Context: an optimization exercise on an open-source flow, tuned for small area. The choices shown serve that exercise and are no tape-out recipe.
In this exercise RTL edits were held to simulation tests only and were not proved equivalent to the original.
Power and IR drop assume default switching activity.

**flow/constraint.sdc**
```tcl
create_clock -name core_clock -period 5.0 [get_ports {clk}]
set_input_delay 1.0000 -clock core_clock [delete_from_list [all_inputs] [get_ports {clk}]]
set_output_delay 1.0000 -clock core_clock [all_outputs]
set_load 0.01 [all_outputs]
```
**flow/standard.sh**
```bash
#!/bin/bash
# synth_recipe.tcl (not shown) runs the flow's synth.tcl, then flattens the netlist and writes it again
# the make line also repeats each setting of config.mk as NAME=value (left out here)
make -C /OpenROAD-flow-scripts/flow DESIGN_CONFIG=/design/flow/config.mk WORK_HOME=/design/flow/orfs CLKGATE_MAP_FILE= SYNTH_SCRIPT=/design/flow/synth_recipe.tcl "${@:-finish}"
```
**flow/flow/run.sh**
```bash
#!/bin/bash
# Standard layout (standard.sh), except that:
#  - synthesis maps the logic with area-oriented ABC scripts (flow/synth.tcl;
#    the scripts are in flow/abc_scripts.txt, each after a "#script NAME" line)
#    and keeps the smallest result; the flip-flops are mapped before ABC, as in
#    the standard synthesis;
#  - the ports are buffered by the smallest buffer cell;
#  - the clock tree is built from one clock buffer type, without dummy loads;
#  - constant outputs share tie cells;
#  - synthesis buffers are removed at floorplan, placement is not timing-driven,
#    and the core is 60% full.
# make's output is in standard.log, and ORFS's own logs under orfs/logs.
set -euo pipefail
export FLOW_WORK=$PWD
mkdir -p abc_scripts
awk '/^#script / {f = "abc_scripts/" $2; next} {print > f}' flow/abc_scripts.txt
export FLOW_ABC_SCRIPTS="$(ls $PWD/abc_scripts/*.abc | sort | tr '\n' ' ')"
sed "s#SYNTH_SCRIPT=[^ ]*#SYNTH_SCRIPT=$PWD/flow/synth.tcl#" standard.sh > flow_standard.sh
grep -q "SYNTH_SCRIPT=$PWD/flow/synth.tcl" flow_standard.sh
bash flow_standard.sh \
  "BUFFER_PORTS_ARGS=-buffer_cell sky130_fd_sc_hd__buf_1" \
  "CTS_ARGS=-sink_clustering_enable -repair_clock_nets -dont_use_dummy_load -buf_list sky130_fd_sc_hd__clkbuf_8" \
  SKIP_REPAIR_TIE_FANOUT=1 REMOVE_ABC_BUFFERS=1 GPL_TIMING_DRIVEN=0 CORE_UTILIZATION=60 \
  finish > standard.log 2>&1
```
**flow/flow/synth.tcl**
```tcl
# The standard synthesis (synth_recipe.tcl), with ABC mapping the logic by
# area-oriented scripts instead of ORFS's speed script: each script in
# FLOW_ABC_SCRIPTS maps the same netlist, and the smallest result is kept.
# The flip-flops are mapped before ABC runs, so they are the standard synthesis's.
proc abc {args} {
  set a {}
  set lib {}
  set skip 0
  set prev {}
  foreach x $args {
    if {$prev eq "-liberty"} { set lib $x }
    set prev $x
    if {$skip} { set skip 0; continue }
    if {$x eq "-script" || $x eq "-D"} { set skip 1; continue }
    lappend a $x
  }
  yosys design -save my_pre_abc
  set best {}
  set best_area 1e30
  foreach s $::env(FLOW_ABC_SCRIPTS) {
    yosys design -load my_pre_abc
    yosys abc -script $s {*}$a
    yosys tee -q -o $::env(OBJECTS_DIR)/abc_area.txt stat -liberty $lib
    set f [open $::env(OBJECTS_DIR)/abc_area.txt r]
    set txt [read $f]
    close $f
    if {[regexp {Chip area for module[^:]*:\s*([0-9.]+)} $txt -> area]} {
      puts "ABC script [file tail $s]: area $area"
      if {$area < $best_area} { set best_area $area; set best $s }
    }
  }
  puts "ABC script kept: [file tail $best] ($best_area)"
  yosys design -load my_pre_abc
  yosys abc -script $best {*}$a
}
source $::env(FLOW_WORK)/synth_recipe.tcl
```
**flow/config.mk**
```make
export PLATFORM = sky130hd
export DESIGN_NAME = nau_ctrl
export DESIGN_NICKNAME = nau_ctrl
export VERILOG_FILES = /design/flow/design.v
export SDC_FILE = /design/flow/constraint.sdc
export NUM_CORES = 4
export LEC_CHECK = 0
export CAP_MARGIN = 20
export CORE_MARGIN = 2
export CORE_UTILIZATION = 40
export PLACE_DENSITY = 0.6
export SLEW_MARGIN = 20
```
**flow/flow/abc_scripts.txt**
```
#script p00_n_NF.abc
strash
strash
&get -n
&dch -f
&nf -a -R 1000
&put
#script p01_n_NF-NF.abc
strash
strash
&get -n
&dch -f
&nf -a -R 1000
&put
strash
&get -n
&dch -f
&nf -a -R 1000
&put
#script p02_n_NF-MA-NF.abc
strash
strash
&get -n
&dch -f
&nf -a -R 1000
&put
strash
dch -f
map -a
strash
&get -n
&dch -f
&nf -a -R 1000
&put
#script p03_n_MA-NF.abc
strash
strash
dch -f
map -a
strash
&get -n
&dch -f
&nf -a -R 1000
&put
#script p04_n_NF-MA-NF-MA-NF.abc
strash
strash
&get -n
&dch -f
&nf -a -R 1000
&put
strash
dch -f
map -a
strash
&get -n
&dch -f
&nf -a -R 1000
&put
strash
dch -f
map -a
strash
&get -n
&dch -f
&nf -a -R 1000
&put
#script p05_n_NF2-NF.abc
strash
strash
&get -n
&dch
&nf -a -R 100
&put
strash
&get -n
&dch -f
&nf -a -R 1000
&put
#script p06_n_NF-AM-NF.abc
strash
strash
&get -n
&dch -f
&nf -a -R 1000
&put
strash
dch -f
amap
strash
&get -n
&dch -f
&nf -a -R 1000
&put
#script p07_n_AM-NF.abc
strash
strash
dch -f
amap
strash
&get -n
&dch -f
&nf -a -R 1000
&put
#script p08_n_NF-NF2-NF.abc
strash
strash
&get -n
&dch -f
&nf -a -R 1000
&put
strash
&get -n
&dch
&nf -a -R 100
&put
strash
&get -n
&dch -f
&nf -a -R 1000
&put
#script p09_n_MA-MA-NF.abc
strash
strash
dch -f
map -a
strash
dch -f
map -a
strash
&get -n
&dch -f
&nf -a -R 1000
&put
#script p10_dc2_NF.abc
strash
dc2
strash
&get -n
&dch -f
&nf -a -R 1000
&put
#script p11_dc2_NF-NF.abc
strash
dc2
strash
&get -n
&dch -f
&nf -a -R 1000
&put
strash
&get -n
&dch -f
&nf -a -R 1000
&put
#script p12_dc2_NF-MA-NF.abc
strash
dc2
strash
&get -n
&dch -f
&nf -a -R 1000
&put
strash
dch -f
map -a
strash
&get -n
&dch -f
&nf -a -R 1000
&put
#script p13_dc2_MA-NF.abc
strash
dc2
strash
dch -f
map -a
strash
&get -n
&dch -f
&nf -a -R 1000
&put
#script p14_dc2_NF-MA-NF-MA-NF.abc
strash
dc2
strash
&get -n
&dch -f
&nf -a -R 1000
&put
strash
dch -f
map -a
strash
&get -n
&dch -f
&nf -a -R 1000
&put
strash
dch -f
map -a
strash
&get -n
&dch -f
&nf -a -R 1000
&put
#script p15_dc2_NF2-NF.abc
strash
dc2
strash
&get -n
&dch
&nf -a -R 100
&put
strash
&get -n
&dch -f
&nf -a -R 1000
&put
#script p16_dc2_NF-AM-NF.abc
strash
dc2
strash
&get -n
&dch -f
&nf -a -R 1000
&put
strash
dch -f
amap
strash
&get -n
&dch -f
&nf -a -R 1000
&put
#script p17_dc2_AM-NF.abc
strash
dc2
strash
dch -f
amap
strash
&get -n
&dch -f
&nf -a -R 1000
&put
#script p18_dc2_NF-NF2-NF.abc
strash
dc2
strash
&get -n
&dch -f
&nf -a -R 1000
&put
strash
&get -n
&dch
&nf -a -R 100
&put
strash
&get -n
&dch -f
&nf -a -R 1000
&put
#script p19_dc2_MA-MA-NF.abc
strash
dc2
strash
dch -f
map -a
strash
dch -f
map -a
strash
&get -n
&dch -f
&nf -a -R 1000
&put
#script p20_rs_NF.abc
strash
balance
rewrite
refactor
balance
rewrite
rewrite -z
balance
refactor -z
rewrite -z
balance
strash
&get -n
&dch -f
&nf -a -R 1000
&put
#script p21_rs_NF-NF.abc
strash
balance
rewrite
refactor
balance
rewrite
rewrite -z
balance
refactor -z
rewrite -z
balance
strash
&get -n
&dch -f
&nf -a -R 1000
&put
strash
&get -n
&dch -f
&nf -a -R 1000
&put
#script p22_rs_NF-MA-NF.abc
strash
balance
rewrite
refactor
balance
rewrite
rewrite -z
balance
refactor -z
rewrite -z
balance
strash
&get -n
&dch -f
&nf -a -R 1000
&put
strash
dch -f
map -a
strash
&get -n
&dch -f
&nf -a -R 1000
&put
#script p23_rs_MA-NF.abc
strash
balance
rewrite
refactor
balance
rewrite
rewrite -z
balance
refactor -z
rewrite -z
balance
strash
dch -f
map -a
strash
&get -n
&dch -f
&nf -a -R 1000
&put
#script p24_rs_NF-MA-NF-MA-NF.abc
strash
balance
rewrite
refactor
balance
rewrite
rewrite -z
balance
refactor -z
rewrite -z
balance
strash
&get -n
&dch -f
&nf -a -R 1000
&put
strash
dch -f
map -a
strash
&get -n
&dch -f
&nf -a -R 1000
&put
strash
dch -f
map -a
strash
&get -n
&dch -f
&nf -a -R 1000
&put
#script p25_rs_NF2-NF.abc
strash
balance
rewrite
refactor
balance
rewrite
rewrite -z
balance
refactor -z
rewrite -z
balance
strash
&get -n
&dch
&nf -a -R 100
&put
strash
&get -n
&dch -f
&nf -a -R 1000
&put
#script p26_rs_NF-AM-NF.abc
strash
balance
rewrite
refactor
balance
rewrite
rewrite -z
balance
refactor -z
rewrite -z
balance
strash
&get -n
&dch -f
&nf -a -R 1000
&put
strash
dch -f
amap
strash
&get -n
&dch -f
&nf -a -R 1000
&put
#script p27_rs_AM-NF.abc
strash
balance
rewrite
refactor
balance
rewrite
rewrite -z
balance
refactor -z
rewrite -z
balance
strash
dch -f
amap
strash
&get -n
&dch -f
&nf -a -R 1000
&put
#script p28_rs_NF-NF2-NF.abc
strash
balance
rewrite
refactor
balance
rewrite
rewrite -z
balance
refactor -z
rewrite -z
balance
strash
&get -n
&dch -f
&nf -a -R 1000
&put
strash
&get -n
&dch
&nf -a -R 100
&put
strash
&get -n
&dch -f
&nf -a -R 1000
&put
#script p29_rs_MA-MA-NF.abc
strash
balance
rewrite
refactor
balance
rewrite
rewrite -z
balance
refactor -z
rewrite -z
balance
strash
dch -f
map -a
strash
dch -f
map -a
strash
&get -n
&dch -f
&nf -a -R 1000
&put
#script p30_c2_NF.abc
strash
balance -l
resub -K 6 -l
rewrite -l
resub -K 6 -N 2 -l
refactor -l
resub -K 8 -l
balance -l
resub -K 8 -N 2 -l
rewrite -l
resub -K 10 -l
rewrite -z -l
resub -K 10 -N 2 -l
balance -l
resub -K 12 -l
refactor -z -l
resub -K 12 -N 2 -l
rewrite -z -l
balance -l
strash
&get -n
&dch -f
&nf -a -R 1000
&put
#script p31_c2_NF-NF.abc
strash
balance -l
resub -K 6 -l
rewrite -l
resub -K 6 -N 2 -l
refactor -l
resub -K 8 -l
balance -l
resub -K 8 -N 2 -l
rewrite -l
resub -K 10 -l
rewrite -z -l
resub -K 10 -N 2 -l
balance -l
resub -K 12 -l
refactor -z -l
resub -K 12 -N 2 -l
rewrite -z -l
balance -l
strash
&get -n
&dch -f
&nf -a -R 1000
&put
strash
&get -n
&dch -f
&nf -a -R 1000
&put
#script p32_c2_NF-MA-NF.abc
strash
balance -l
resub -K 6 -l
rewrite -l
resub -K 6 -N 2 -l
refactor -l
resub -K 8 -l
balance -l
resub -K 8 -N 2 -l
rewrite -l
resub -K 10 -l
rewrite -z -l
resub -K 10 -N 2 -l
balance -l
resub -K 12 -l
refactor -z -l
resub -K 12 -N 2 -l
rewrite -z -l
balance -l
strash
&get -n
&dch -f
&nf -a -R 1000
&put
strash
dch -f
map -a
strash
&get -n
&dch -f
&nf -a -R 1000
&put
#script p33_c2_MA-NF.abc
strash
balance -l
resub -K 6 -l
rewrite -l
resub -K 6 -N 2 -l
refactor -l
resub -K 8 -l
balance -l
resub -K 8 -N 2 -l
rewrite -l
resub -K 10 -l
rewrite -z -l
resub -K 10 -N 2 -l
balance -l
resub -K 12 -l
refactor -z -l
resub -K 12 -N 2 -l
rewrite -z -l
balance -l
strash
dch -f
map -a
strash
&get -n
&dch -f
&nf -a -R 1000
&put
#script p34_c2_NF-MA-NF-MA-NF.abc
strash
balance -l
resub -K 6 -l
rewrite -l
resub -K 6 -N 2 -l
refactor -l
resub -K 8 -l
balance -l
resub -K 8 -N 2 -l
rewrite -l
resub -K 10 -l
rewrite -z -l
resub -K 10 -N 2 -l
balance -l
resub -K 12 -l
refactor -z -l
resub -K 12 -N 2 -l
rewrite -z -l
balance -l
strash
&get -n
&dch -f
&nf -a -R 1000
&put
strash
dch -f
map -a
strash
&get -n
&dch -f
&nf -a -R 1000
&put
strash
dch -f
map -a
strash
&get -n
&dch -f
&nf -a -R 1000
&put
#script p35_c2_NF2-NF.abc
strash
balance -l
resub -K 6 -l
rewrite -l
resub -K 6 -N 2 -l
refactor -l
resub -K 8 -l
balance -l
resub -K 8 -N 2 -l
rewrite -l
resub -K 10 -l
rewrite -z -l
resub -K 10 -N 2 -l
balance -l
resub -K 12 -l
refactor -z -l
resub -K 12 -N 2 -l
rewrite -z -l
balance -l
strash
&get -n
&dch
&nf -a -R 100
&put
strash
&get -n
&dch -f
&nf -a -R 1000
&put
#script p36_c2_NF-AM-NF.abc
strash
balance -l
resub -K 6 -l
rewrite -l
resub -K 6 -N 2 -l
refactor -l
resub -K 8 -l
balance -l
resub -K 8 -N 2 -l
rewrite -l
resub -K 10 -l
rewrite -z -l
resub -K 10 -N 2 -l
balance -l
resub -K 12 -l
refactor -z -l
resub -K 12 -N 2 -l
rewrite -z -l
balance -l
strash
&get -n
&dch -f
&nf -a -R 1000
&put
strash
dch -f
amap
strash
&get -n
&dch -f
&nf -a -R 1000
&put
#script p37_c2_AM-NF.abc
strash
balance -l
resub -K 6 -l
rewrite -l
resub -K 6 -N 2 -l
refactor -l
resub -K 8 -l
balance -l
resub -K 8 -N 2 -l
rewrite -l
resub -K 10 -l
rewrite -z -l
resub -K 10 -N 2 -l
balance -l
resub -K 12 -l
refactor -z -l
resub -K 12 -N 2 -l
rewrite -z -l
balance -l
strash
dch -f
amap
strash
&get -n
&dch -f
&nf -a -R 1000
&put
#script p38_c2_NF-NF2-NF.abc
strash
balance -l
resub -K 6 -l
rewrite -l
resub -K 6 -N 2 -l
refactor -l
resub -K 8 -l
balance -l
resub -K 8 -N 2 -l
rewrite -l
resub -K 10 -l
rewrite -z -l
resub -K 10 -N 2 -l
balance -l
resub -K 12 -l
refactor -z -l
resub -K 12 -N 2 -l
rewrite -z -l
balance -l
strash
&get -n
&dch -f
&nf -a -R 1000
&put
strash
&get -n
&dch
&nf -a -R 100
&put
strash
&get -n
&dch -f
&nf -a -R 1000
&put
#script p39_c2_MA-MA-NF.abc
strash
balance -l
resub -K 6 -l
rewrite -l
resub -K 6 -N 2 -l
refactor -l
resub -K 8 -l
balance -l
resub -K 8 -N 2 -l
rewrite -l
resub -K 10 -l
rewrite -z -l
resub -K 10 -N 2 -l
balance -l
resub -K 12 -l
refactor -z -l
resub -K 12 -N 2 -l
rewrite -z -l
balance -l
strash
dch -f
map -a
strash
dch -f
map -a
strash
&get -n
&dch -f
&nf -a -R 1000
&put
```
**flow/design.v**
```verilog
module nau_ctrl (
    input  wire        clk,
    input  wire        rst,
    input  wire        cmd_valid,
    input  wire [15:0] cmd,
    output wire        cmd_ready,
    output wire        rsp_valid,
    output wire [2:0]  rsp_status,
    output wire [31:0] rsp_data,
    output wire        bus_req_valid,
    output wire [27:0] bus_req,
    input  wire        bus_rsp_valid,
    input  wire        bus_rsp_ok,
    input  wire [1:0]  bus_rsp_errk,
    input  wire [7:0]  bus_rsp_rb0,
    input  wire [7:0]  bus_rsp_rb1,
    input  wire [7:0]  bus_rsp_rb2,
    output wire        dly_req_valid,
    output wire [9:0]  dly_ms,
    input  wire        dly_done
);
    localparam [3:0] OP_NEW     = 4'h1, OP_RESET   = 4'h2, OP_ENABLE   = 4'h3,
                     OP_AVAIL   = 4'h4, OP_READ    = 4'h5, OP_SET_LDO  = 4'h6,
                     OP_GET_LDO = 4'h7, OP_SET_GAIN= 4'h8, OP_GET_GAIN = 4'h9,
                     OP_SET_RATE= 4'hA, OP_GET_RATE= 4'hB, OP_CAL      = 4'hC;
    localparam [4:0]
        S_IDLE = 5'd0,
        S_RR1  = 5'd1,
        S_RR1R = 5'd2,
        S_PWR  = 5'd3,
        S_AVL  = 5'd4,
        S_RD3  = 5'd5,
        S_AVDD = 5'd6,
        S_GL0  = 5'd7,
        S_GAIN = 5'd8,
        S_GG   = 5'd9,
        S_CRS  = 5'd10,
        S_GR   = 5'd11,
        S_CAL  = 5'd12,
        S_REF  = 5'd13,
        S_VLDO = 5'd14,
        S_CD10 = 5'd15,
        S_LDOM = 5'd17,
        S_RR0  = 5'd18,
        S_CS   = 5'd19,
        S_GL1  = 5'd20,
        S_D600 = 5'd22,
        S_D1   = 5'd23,
        S_POLL = 5'd24,
        S_REV  = 5'd25,
        S_CHPS = 5'd27,
        S_PUR2 = 5'd28,
        S_PGA  = 5'd29,
        S_PUR1 = 5'd30,
        S_D10  = 5'd31;
    reg [4:0]  sl;         
    reg        w;          
    reg [9:0]  p;          
    reg [7:0]  t;          
    reg        hvalid;     
    wire       isnew = !hvalid;
    wire idle   = !sl[3] & !sl[2] & !sl[1] & !sl[0];
    wire at_ref = !sl[4] & sl[3] & sl[2] & !sl[1] & sl[0];
    assign cmd_ready = idle;
    wire       ldo8  = p[3];
    wire       avdds = !ldo8;
    wire [2:0] gain  = p[6:4] | (p[2:0] & {3{!isnew}});
    wire [2:0] rate  = p[9:7] | (p[2:0] & {3{!isnew}});
    wire       pwr   = isnew | p[0];
    wire [3:0] opc = cmd[15:12];
    function rate_ok(input [2:0] r);
        rate_ok = (r <= 3'd3) || (r == 3'd7);
    endfunction
    reg cmd_legal;
    always @* begin
        case (opc)
            OP_NEW:      cmd_legal = (cmd[11:10] == 2'b00) && (cmd[3:0] <= 4'd8) && rate_ok(cmd[9:7]);
            OP_RESET,
            OP_AVAIL,
            OP_READ,
            OP_GET_LDO,
            OP_GET_GAIN,
            OP_GET_RATE: cmd_legal = (cmd[11:0] == 12'd0);
            OP_ENABLE:   cmd_legal = (cmd[11:1] == 11'd0);
            OP_SET_LDO:  cmd_legal = (cmd[11:4] == 8'd0) && (cmd[3:0] <= 4'd8);
            OP_SET_GAIN: cmd_legal = (cmd[11:3] == 9'd0);
            OP_SET_RATE: cmd_legal = (cmd[11:3] == 9'd0) && rate_ok(cmd[2:0]);
            OP_CAL:      cmd_legal = (cmd[11:2] == 10'd0) && (cmd[1:0] != 2'd1);
            default:     cmd_legal = 1'b0;
        endcase
    end
    wire       cmd_new = (opc == OP_NEW);
    wire [4:0] entry   = (cmd_legal && (hvalid || cmd_new)) ? {1'b0, opc} : S_REF;
    wire is_dly = (sl[3] & sl[2] & sl[1] & sl[0]) | (sl[4] & !sl[3] & sl[2] & sl[1]);
    wire is_bus = (!sl[2] & sl[0]) | (!sl[2] & sl[1]) | (!sl[4] & !sl[3] & sl[2]) | (sl[3] & !sl[0]) | (sl[4] & !sl[1]);
    wire is_rmw = (!sl[3] & !sl[2]) | (!sl[4] & sl[1] & !sl[0]) | (!sl[4] & sl[3] & !sl[0]) | (sl[4] & !sl[2] & sl[1]) | (sl[3] & sl[2] & !sl[1] & sl[0]);
    wire is_rd3 = !sl[3] & sl[2] & !sl[1] & sl[0];
    wire [4:0] addr;
    assign addr[4] = !((!sl[4] & !sl[2]) | !sl[0] | (!sl[3] & sl[1]));
    assign addr[3] = sl[4] & !sl[1] & sl[0];
    assign addr[2] = sl[4] & sl[3] & sl[0];
    assign addr[1] = (!sl[3] & sl[2] & !sl[1] & sl[0]) | (!sl[4] & sl[3] & !sl[2] & sl[1]) | (!sl[4] & sl[3] & sl[2] & !sl[1]) | (sl[4] & !sl[2] & !sl[1]);
    assign addr[0] = (!sl[4] & sl[3] & !sl[2] & !sl[1]) | (!sl[4] & sl[3] & sl[2] & sl[1]) | (sl[4] & !sl[3] & !sl[1]) | (sl[4] & sl[3] & !sl[2] & sl[0]);
    wire [7:0] wdata;
    assign wdata[0] = ((!sl[4] & !sl[1] & sl[0]) | (!sl[4] & !sl[3] & !sl[2] & !sl[0])) |
                       (sl[0] | (!sl[4] & sl[1])) & t[0] |
                       (!sl[2] & !sl[1] & !sl[0]) & gain[0] |
                       (sl[2] & !sl[1] & !sl[0]) & p[0];
    assign wdata[1] = (sl[4] & !sl[0]) |
                       ((!sl[1] & sl[0]) | (sl[1] & !sl[0]) | sl[4]) & t[1] |
                       (!sl[2] & !sl[1] & !sl[0]) & gain[1] |
                       (sl[2] & !sl[1] & !sl[0]) & p[1] |
                       (!sl[4] & sl[1] & sl[0]) & pwr;
    assign wdata[2] = (sl[2] & !sl[1] & !sl[0]) |
                       ((!sl[1] & sl[0]) | (sl[1] & !sl[0]) | sl[4]) & t[2] |
                       (!sl[1] & !sl[0]) & gain[2] |
                       (!sl[4] & sl[1] & sl[0]) & pwr;
    assign wdata[3] = (!sl[2] | !sl[3] | !sl[1]) & t[3] |
                       (sl[3] & sl[2] & sl[1]) & p[0];
    assign wdata[4] = (sl[4] & sl[1] & sl[0]) |
                       (!sl[3] | !sl[1]) & t[4] |
                       (sl[3] & sl[2] & sl[1]) & p[1] |
                       (sl[3] & !sl[2] & sl[1]) & rate[0];
    assign wdata[5] = (sl[3] & sl[1] & sl[0]) |
                       (!sl[3] | !sl[1]) & t[5] |
                       (sl[3] & sl[2] & sl[1]) & p[2] |
                       (sl[3] & !sl[2] & sl[1]) & rate[1];
    assign wdata[6] = (!((sl[3] & !sl[2] & sl[1] & !sl[0]) | (sl[4] & !sl[2] & !sl[1]))) & t[6] |
                       (sl[3] & !sl[2] & sl[1] & !sl[0]) & rate[2];
    assign wdata[7] = (sl[2] & sl[0]) |
                       (!sl[2] | sl[3]) & t[7] |
                       (!sl[3] & sl[2]) & avdds;
    localparam [6:0] DEV = 7'h2A;
    assign bus_req_valid = is_bus;
    assign bus_req       = {!w, DEV, w, !w, 3'b000, addr, wdata & {8{w}}, is_rd3, !w};
    assign dly_req_valid = is_dly;
    wire d600 = !sl[0];
    wire d1   = !sl[3] & sl[0];
    assign dly_ms = {d600, 2'b00, d600, 1'b0, d600, d600 | !d1, 1'b0, !d600 & !d1, d1};
    wire [7:0] rb       = bus_rsp_rb0;
    wire       answered = is_dly ? dly_done : bus_rsp_valid;
    wire       bus_err  = is_bus && !bus_rsp_ok;
    wire       rev_bad  = (rb[3:0] != 4'hF);
    wire n_end = ((!sl[3] & sl[2] & !sl[1]) | (!sl[4] & sl[3] & !sl[2] & sl[0])) |
                 ((sl[4] & sl[3] & sl[2] & !sl[0]) & (!rb[3] | !isnew)) |
                 ((sl[3] & !sl[2] & !sl[1] & sl[0]) & rev_bad) |
                 ((!sl[4] & !sl[3] & sl[2] & sl[0]) & !rb[7]) |
                 ((sl[4] & !sl[2] & !sl[1] & !sl[0]) & !rb[2]) |
                 (w & ((sl[2] & sl[0]) |
                       ((!sl[4] & sl[1] & sl[0]) & !pwr) |
                       ((!(!sl[3] | (sl[2] & !sl[1]) | sl[0])) & !isnew) |
                       ((sl[2] & sl[1]) & ldo8 & !isnew)));
    wire fin = bus_err | n_end;
    wire       n_w = is_rmw & !w;
    wire [4:0] succ;
    assign succ[0] = (!sl[3] & !sl[1]) | (!sl[2] & sl[1] & !sl[0]) | (sl[4] & !sl[0]) | (sl[3] & !sl[2] & sl[1]);
    assign succ[1] = ((!sl[4] & !sl[2]) | (!sl[2] & !sl[0]) | (sl[4] & sl[2] & sl[1]) | (sl[3] & !sl[1] & sl[0])) | ((!sl[4] & !sl[3] & sl[2] & !sl[0]) & !ldo8);
    assign succ[2] = ((!sl[3] & sl[0]) | (!sl[3] & !sl[2]) | (sl[4] & !sl[2] & !sl[1])) | ((!sl[4] & !sl[3] & sl[2] & !sl[0]) & !ldo8);
    assign succ[3] = !((!sl[4] & !sl[3] & sl[1] & sl[0]) | (sl[4] & sl[1] & !sl[0]) | (sl[4] & sl[3] & sl[0]));
    assign succ[4] = !((!sl[4] & sl[2] & sl[1] & !sl[0]) | (sl[3] & !sl[2] & !sl[1]) | (sl[3] & sl[2] & sl[1] & !sl[0]));
    wire [4:0] n_sl = n_w ? sl : succ;
    assign rsp_valid = at_ref | (!idle & answered & fin);
    wire gr_bad = rb[6] & !(rb[5] & rb[4]);     
    wire [2:0] gr_d = rb[6:4] & {3{!gr_bad}};
    wire sel_pur = sl[4] & sl[3] & sl[2] & !sl[0];
    wire sel_rev = sl[4] & !sl[2] & sl[0];
    wire sel_gr  = sl[3] & sl[1] & sl[0];
    wire sel_poll = sl[4] & !sl[2] & !sl[0];
    wire [2:0] okst = {sel_rev | (sel_poll & rb[3]),
                       (sel_pur & !rb[3]) | (sel_gr & gr_bad),
                       sel_rev | (sel_gr & gr_bad)};
    assign rsp_status = at_ref ? 3'd7 : bus_err ? 3'd1 : okst;
    wire [3:0] okd;
    assign okd[0] = (!sl[3] & !sl[1] & sl[0]) & bus_rsp_rb2[0] |
                     (sl[3] & sl[1] & sl[0]) & gr_d[0] |
                     (!sl[2] & !sl[1] & sl[0]) & rb[0] |
                     (sl[4] & !sl[3]) & rb[3] |
                     (!sl[4] & sl[2] & !sl[1] & !sl[0]) & rb[5];
    assign okd[1] = (!sl[3] & !sl[1] & sl[0]) & bus_rsp_rb2[1] |
                     (sl[3] & sl[1] & sl[0]) & gr_d[1] |
                     (!sl[2] & !sl[1] & sl[0]) & rb[1] |
                     (sl[4] & !sl[3]) & rb[4];
    assign okd[2] = (!sl[3] & !sl[1] & sl[0]) & bus_rsp_rb2[2] |
                     (sl[3] & sl[1] & sl[0]) & gr_d[2] |
                     (!sl[2] & !sl[1] & sl[0]) & rb[2] |
                     (sl[4] & !sl[3]) & rb[5];
    assign okd[3] = (sl[2] & sl[1] & sl[0]) |
                     (!sl[3] & !sl[1] & sl[0]) & bus_rsp_rb2[3] |
                     (sl[4] & !sl[2] & sl[0]) & rb[3];
    wire g = (!sl[3] & !sl[1] & sl[0]) & bus_rsp_ok;
    wire [23:0] rd24 = {bus_rsp_rb0, bus_rsp_rb1, bus_rsp_rb2};
    assign rsp_data = {{8{g & rd24[23]}}, rd24[23:4] & {20{g}},
                       bus_err ? {2'b00, bus_rsp_errk} : okd};
    always @(posedge clk) begin
        if (!w)
            t <= rb;
        if (idle)
            p <= cmd[9:0];
        if (rst) begin
            sl     <= S_IDLE;
            w      <= 1'b0;
            hvalid <= 1'b0;
        end else if (idle) begin
            if (cmd_valid) begin
                sl <= entry;
                if (cmd_new && cmd_legal)
                    hvalid <= 1'b0;
            end
        end else if (at_ref) begin
            sl <= S_IDLE;
        end else if (answered) begin
            sl <= fin ? S_IDLE : n_sl;
            w  <= !fin & n_w;
            if (w && (sl[2] & sl[0]) && !bus_err)
                hvalid <= 1'b1;
        end
    end
endmodule
```
==> results of run 1 <==
-- final cells by class --
class                           instances  area share, %
Timing Repair Buffer                  110          16.98
Multi-Input combinational cell        225          49.41
Tap cell                               46          2.367
Sequential cell                        25          28.00
Clock buffer                            3          1.698
Inverter                               10          1.544
-- per-layer routing --
layer	global-route usage, %	vias up
li1	-	1213
met5	0	-
met4	3.804	0
met2	50.39	145
met3	4.107	8
met1	42.49	1148
-- Yosys cell counts, drive strengths merged (2+ instances only) --
library cell / count / area share, %
o211ai: 2 / 0.70
edfxtp: 18 / 25
or3: 3 / 0.88
clkinv: 10 / 1.8
dfxtp: 7 / 6.5
conb: 2 / 0.35
a22oi: 6 / 2.1
nor4: 2 / 0.58
nand3: 6 / 1.4
o21ai: 30 / 7.0
and3: 23 / 6.7
a31oi: 5 / 1.5
nor2: 38 / 6.7
nand4: 4 / 1.2
a21oi: 31 / 7.3
nand2: 34 / 6.0
nor2b: 2 / 0.58
nand2b: 3 / 0.88
buf: 30 / 11
a311oi: 3 / 1.2
a21o: 5 / 1.8
o21a: 2 / 0.70
or4: 2 / 0.70
a211oi: 4 / 1.4
nor3: 6 / 1.4
-- power groups by stage --
stage	sequential [W]	clock (W)	combinational, W
after floorplan	0.000405	0	0.000551
after global placement	0.000445	0	0.000776
after detailed placement	0.000444	0	0.000790
after CTS	0.000440	0.000112	0.000795
after global routing	0.000460	0.000124	0.000892
final	0.000447	0.000111	0.000804
-- tightest hold or removal path: stages, from the launching register on --
cell      delay (ps)
dfxtp_1          430
a21oi_1          200
a211oi_1          70
-- state kept, by name, indices dropped and copies added, names as in the netlist --
signal  flops
w           1
p          10
sl          5
hvalid      1
t           8
-- worst paths after layout --
path                             from             endpoint  slack (ps)  cells past startpoint
hold reg to reg   hvalid$_SDFFE_PP0P_  hvalid$_SDFFE_PP0P_         740                      2
setup / recovery   sl[0]$_SDFFE_PP0P_            rsp_valid         500                      9
hold / removal    hvalid$_SDFFE_PP0P_  hvalid$_SDFFE_PP0P_         740                      2
setup reg to reg   sl[0]$_SDFFE_PP0P_   sl[1]$_SDFFE_PP0P_         970                     11
-- logic make-up after synthesis --
| kind of cell | count (synthesis) |
|---|---|
| AO/OA/AOI/OAI | 94 |
| adder cells (fa/ha/maj) | 1 |
| buffers and inverters | 40 |
| flip-flops | 25 |
| multiplexers | 1 |
| other | 2 |
| AND/OR/NAND/NOR | 127 |
-- stage by stage --
step                      hold slack (ps)  cells
after floorplan                     586.4    260
final                               743.7    419
after global placement              659.2    416
after detailed placement            686.3    416
after CTS                           730.3    419
after global routing                755.9    419
==> impl_metrics.json, run 1 <==
{
  "crit_chain": "clkinv_1 -> nand2_1 -> o21ai_0 -> nor3_1 -> nor2_1 -> or4_1 -> nand2_1 -> nand2_1 -> buf_1",
  "timing.critical_path.buf_inv": 2,
  "antenna_found_initial": 0,
  "finalInstanceArea_sq_mm": 0.002431,
  "end_kind": "primary output",
  "synth_simple_gate_area_share_pct": 28.36,
  "clock-sinks": 25,
  "wl_met3_um": 530,
  "worst_hold_path_type": "flop to flop",
  "area_growth_pct": 13.63,
  "row_count": 21,
  "dp_hpwl_mm": 4.718,
  "leakagePower_nw": 0.9108,
  "setup-violations-final": 0,
  "path_clk_slew_ps": 90,
  "power_density_mw_per_mm2": 560.2,
  "cts-buffers-inserted": 3,
  "muxShareOfSynthArea_pct": 0.4678,
  "p_total_w": 0.001362,
  "htree_num_levels": 1,
  "avgRoutedWirePerCell_um": 15.13,
  "drt_wl_total_mm": 6.339,
  "worst_slack_ps": 502.2,
  "maxCapViolations": 0,
  "overflow": 0,
  "p_sw_w": 0.0007211,
  "synth_top_family_by_area": "simple AND/OR/NAND/NOR gates",
  "cellInternalPower_w": 0.0006407,
  "worstPathRequired_ps": 4000,
  "avgSynthCellArea_sq_um": 7.378,
  "async_flop_share_pct": 0,
  "first_iter_violations": 283,
  "via_per_inst": 6.000,
  "slowest_delay_ps": 890,
  "crit_top_cell": "nand2_1",
  "dieWidth_um": 63.72,
  "criticalPathCategory": "flop to primary output",
  "cts_resized": 0,
  "run_status": "complete, no violations",
  "clk_latency_ps": 260,
  "start_util_pct": 63.12,
  "critPathLaunchType": "flop",
  "syn_inst": 290,
  "diodes": 0,
  "final-max-slew-violation-count": 0,
  "io_buffers": 110,
  "finalWeightedCongestion": 0.8590,
  "p_comb_share_pct": 59.0,
  "synth_xor_area_share_pct": 0,
  "io_pins": 125,
  "post-route-min-period_ps": 4498,
  "fin_crit_sh_pct": 89.96,
  "ys_ff_latch": 25,
  "wl_met2_mm": 3.122,
  "multi_input_area_sq_mm": 0.001201,
  "holdBufCountCts": 0,
  "ys.warnings.count": 1,
  "final_common_cell": "buf_1",
  "netSwitchingFraction_pct": 52.95,
  "grt_max_degree": 26,
  "grt_pass1_wl_mm": 9.901,
  "die_y_um": 63.72,
  "clkPwrFrac_pct": 8.1,
  "synth_area_sq_mm": 0.002140,
  "pre_cts_ws_ps": 895.9,
  "seqCellArea_sq_um": 680.7,
  "drive_above_1_share_pct": 1.340,
  "relSlewSlack_pct": 42.93,
  "grt_setup_unrepaired": "false",
  "worst_pin_slew_ps": 855.1,
  "ctsLongestPathBuffers": 2,
  "cp_max_fo": 25,
  "synth_compound_area_share_pct": 26.14,
  "synth_edf_count": 18,
  "fin_skew_ps": 15.92,
  "nets": 424,
  "maxUsedRoutingLayer": "met4",
  "clockRootBuffer": "clkbuf_8",
  "cp.arrival_ps": 3500,
  "path_delay_family": "simple AND/OR/NAND/NOR gates",
  "seqPwrFrac_pct": 32.9,
  "synth-adder-area-share_pct": 0.5848,
  "grtUsageTotal_pct": 30.09,
  "synthFlopType": "edfxtp_1",
  "coreArea_sq_mm": 0.003390,
  "postCtsSetupRepairBufs": 0,
  "fmax_ghz": 0.2223,
  "final_cell_mix": "110 x buf_1, 36 x nor2_1, 34 x nand2_1",
  "grt_pass1_vias": 2203,
  "critPathSlowestCell": "dfxtp_1",
  "ys_types": 37,
  "cts_tree": "built",
  "vias": 2514,
  "final_hold_viol_count": 0,
  "ir_worst_vdd_uv": 511.6,
  "fillers": 309,
  "final_util_pct": 71.72,
  "dr.pass1.iters": 5,
  "synth_seq_area_share_pct": 31.81,
  "dieArea_sq_mm": 0.004060,
  "wl_met1_mm": 2.619,
  "finalSetupTns_ps": 0,
  "drtAntennaViolNets": 0,
  "dpl_cell_area_sq_mm": 0.002387,
  "drc": 0
}
==> run 2: changes to the inputs <==
==> flow/run.sh (new file) <==
#!/bin/bash
# synth_recipe.tcl (not shown) runs the flow's synth.tcl, then flattens the netlist and writes it again
# the make line also repeats each setting of config.mk as NAME=value (left out here)
make -C /OpenROAD-flow-scripts/flow DESIGN_CONFIG=/design/flow/config.mk WORK_HOME=/design/flow/orfs CLKGATE_MAP_FILE= SYNTH_SCRIPT=/design/flow/synth_recipe.tcl finish
removed: flow/flow/run.sh
removed: flow/flow/abc_scripts.txt
removed: flow/flow/synth.tcl
removed: flow/standard.sh
==> run 2 against run 1 <==
  * Design area grew 46%
  * Synthesized cell count grew 16%
  * Area after synthesis grew 18%
  * Clock skew shrank 12 ps
  * Critical path type is now primary input to primary output
  * Critical endpoint unchanged
  * Largest cell class unchanged
  * Highest routed layer unchanged
==> impl_metrics.json, run 2 <==
{
  "ys_top_cells_by_count": "36 x nor2_1, 30 x buf_4, 28 x nand2_1, 22 x and2_1",
  "final_util_pct": 59.09,
  "worstPathRequired_ps": 4000,
  "dieWidth_um": 83.59,
  "netlist_top_cells_area": "edfxtp_1 21%, buf_4 8.9%, dfxtp_1 5.5%",
  "finalWeightedCongestion": 0.8901,
  "maxCapViolations": 0,
  "clkPwrFrac_pct": 7.9,
  "largest_reg_flops": 10,
  "grt_setup_unrepaired": "false",
  "postCtsSetupRepairBufs": 0,
  "nets": 469,
  "worst_pin_slew_ps": 676.3,
  "critPathLaunchType": "primary input",
  "synth_seq_area_share_pct": 26.86,
  "grt_pass1_wl_mm": 13.06,
  "fin_skew_ps": 4.388,
  "ys_types": 63,
  "p_sw_w": 0.0007860,
  "path_clk_slew_ps": 90,
  "end_kind": "primary output",
  "cts_resized": 0,
  "io_buffers": 110,
  "largestRegisters": "p: 10 flops, t: 8 flops, sl: 5 flops",
  "final_hold_viol_count": 0,
  "grtUsageTotal_pct": 22.73,
  "worst_hold_path_type": "flop to flop",
  "synth_edf_count": 18,
  "dieArea_sq_mm": 0.006986,
  "area_growth_pct": 40.54,
  "yosysTopAreaCellShare_pct": 21.33,
  "synthFlopType": "edfxtp_1",
  "place_inst": 490,
  "avgSynthCellArea_sq_um": 7.518,
  "synth.most_common_cell": "nor2_1",
  "cts-buffers-inserted": 3,
  "final-max-slew-violation-count": 0,
  "coreArea_sq_mm": 0.006026,
  "holdBufCountCts": 0,
  "avgRoutedWirePerCell_um": 16.97,
  "final_cells": 494,
  "io_pins": 125,
  "clock-sinks": 25,
  "rrSetupSlack_ps": 2220,
  "setup-violations-final": 0,
  "fillers": 549,
  "ir_worst_vdd_uv": 447.4,
  "ys_ff_latch": 25,
  "fmax_ghz": 0.2399,
  "via_per_inst": 5.664,
  "relSlewSlack_pct": 54.85,
  "dr.pass1.iters": 6,
  "overflow": 0,
  "cts_tree": "built",
  "final_common_cell": "clkdlybuf4s50_1",
  "finalSetupTns_ps": 0,
  "first_iter_violations": 309,
  "die_y_um": 83.59,
  "multi_input_area_sq_mm": 0.001534,
  "drtAntennaViolNets": 0,
  "syn_inst": 337,
  "start_util_pct": 42.05,
  "synth_area_sq_mm": 0.002534,
  "p_comb_share_pct": 69.4,
  "ys.warnings.count": 1,
  "synth.largest_area_cell": "edfxtp_1",
  "leakagePower_nw": 1.298,
  "seqPwrFrac_pct": 22.6,
  "clk_latency_ps": 280,
  "cp_max_fo": 8,
  "grt_max_degree": 32,
  "vias": 2798,
  "htree_num_levels": 1,
  "regMostFlops": "p",
  "async_flop_share_pct": 0,
  "run_status": "complete, no violations",
  "ctsLongestPathBuffers": 2,
  "drive_above_1_share_pct": 5.012,
  "cp.arrival_ps": 3170,
  "diodes": 0,
  "dp_hpwl_mm": 6.482,
  "drc": 0,
  "power_density_mw_per_mm2": 458.1,
  "antenna_found_initial": 0,
  "grt_pass1_vias": 2464,
  "final_cell_mix": "110 x clkdlybuf4s50_1, 36 x nor2_1, 28 x nand2_1",
  "drt_wl_total_mm": 8.383,
  "criticalPathCategory": "primary input to primary output",
  "cellInternalPower_w": 0.0008454,
  "clockRootBuffer": "clkbuf_8",
  "fin_crit_sh_pct": 83.38,
  "netSwitchingFraction_pct": 48.18,
  "post-route-min-period_ps": 4169,
  "seqCellArea_sq_um": 680.7,
  "row_count": 28
}
run 2: cell types whose count changed after synthesis, sizes merged, moves of 5 or more:
cell and delta:
clkbuf +10, and2 +21, nand2b +6, clkinv -9, and3 -21, buf +10, a21oi -11, nand2 -5
inv +14, o21ai -7, nor2b +7
run 2: logic make-up (layout without fill, tap and decap cells):
| kind of cell | count (synthesis) | after routing | synth area share (%) |
|---|---|---|---|
| AO/OA/AOI/OAI | 94 | 94 | 26.03 |
| adder cells (fa/ha/maj) | 1 | 1 | 0.4937 |
| buffers and inverters | 65 | 135 | 14.37 |
| flip-flops | 25 | 25 | 26.86 |
| multiplexers | 5 | 5 | 2.074 |
| other | 2 | 14 | 0.2964 |
| AND/OR/NAND/NOR | 145 | 145 | 29.88 |
run 2: power by group through the flow:
| stage | combinational (W) | clock (W) | sequential (W) |
|---|---|---|---|
| 4_1_cts | 0.00113 | 0.000132 | 0.000367 |
| 3_3_place_gp | 0.00112 | 0 | 0.000372 |
| 6_report | 0.00113 | 0.000130 | 0.000369 |
| 5_1_grt | 0.00123 | 0.000138 | 0.000377 |
| 2_1_floorplan | 0.000736 | 0 | 0.000335 |
| 3_5_place_dp | 0.00112 | 0 | 0.000370 |
run 2: through the flow:
step | power, W | cell area (sq um) | setup WS (ps) | hold WS [ps]
6_report | 0.001631 | 3561 | 831.1 | 617.0
5_1_grt | 0.001746 | 3561 | 698.8 | 649.8
4_1_cts | 0.001626 | 3561 | 848.0 | 611.6
3_5_place_dp | 0.001492 | 3511 | 889.8 | 589.8
3_3_place_gp | 0.001491 | 3511 | 822.6 | 602.7
2_1_floorplan | 0.001071 | 2579 | 2105 | 508.7
run 2: layout make-up:
type,count,area share [%]
clock inverters,1,0.2460
clock buffers,3,1.160
well taps,75,2.635
inverters,15,1.581
repair buffers,116,32.19
flip-flops and latches,25,19.11
multi-input cells,259,43.08
run 2: path summary, 6_finish.rpt:
kind	startpoint	to	depth (start not counted)
worst min register to register	w$_SDFFE_PP0P_	w$_SDFFE_PP0P_	2
worst max register to register	sl[0]$_SDFFE_PP0P_	sl[4]$_SDFFE_PP0P_	8
worst min-delay path	w$_SDFFE_PP0P_	w$_SDFFE_PP0P_	2
worst max-delay path	bus_rsp_rb0[3]	rsp_valid	7
run 2: metal layers:
metal | vias up | wire length, um | track usage [%]
met5 | - | 0 | 0
met4 | 0 | 125 | 4.985
met3 | 12 | 699 | 3.956
met2 | 158 | 3936 | 37.96
met1 | 1279 | 3622 | 30.69
li1 | 1349 | - | -
run 2: critical path, stage by stage:
cell	delay [ps]
clkdlybuf4s50_1	580
nor2b_1	220
o211ai_1	250
nand2b_1	210
nor2_1	70
o31ai_1	250
clkdlybuf4s50_1	590

[port drivers added, routing unchanged]
How much do the figures lean on ideal ports? The routed layouts below were timed once more, with nothing changed but the port constraints.
Step 1 (the two cells are an assumption about what drives the block):
set clk [get_ports {clk}]
set_driving_cell -lib_cell sky130_fd_sc_hd__clkbuf_16 $clk
set_driving_cell -lib_cell sky130_fd_sc_hd__buf_2 [delete_from_list [all_inputs] $clk]
Step 2 also shifts input and output timing later by t, the mid clock arrival at the registers, as if the neighbouring blocks saw the same clock.
a / b / c = ideal ports / drivers / drivers and shift; a / b = the first two.
run	t (ns)	slack for setup (ns)	worst hold slack (ns)	worst setup path after step 2	pins driven straight from the clock port
run 1	0.278	0.502 / 0.479 / 0.757	0.744 / 0.744 / 0.744	register to output	1
run 2	0.302	0.831 / 0.805 / 0.805	0.617 / 0.617 / 0.617	input to output	1
After both steps every run listed still meets setup and hold. The setup slack of run 2, which loses most, moves by -0.026 ns with the drivers and by -0.026 ns with both steps.
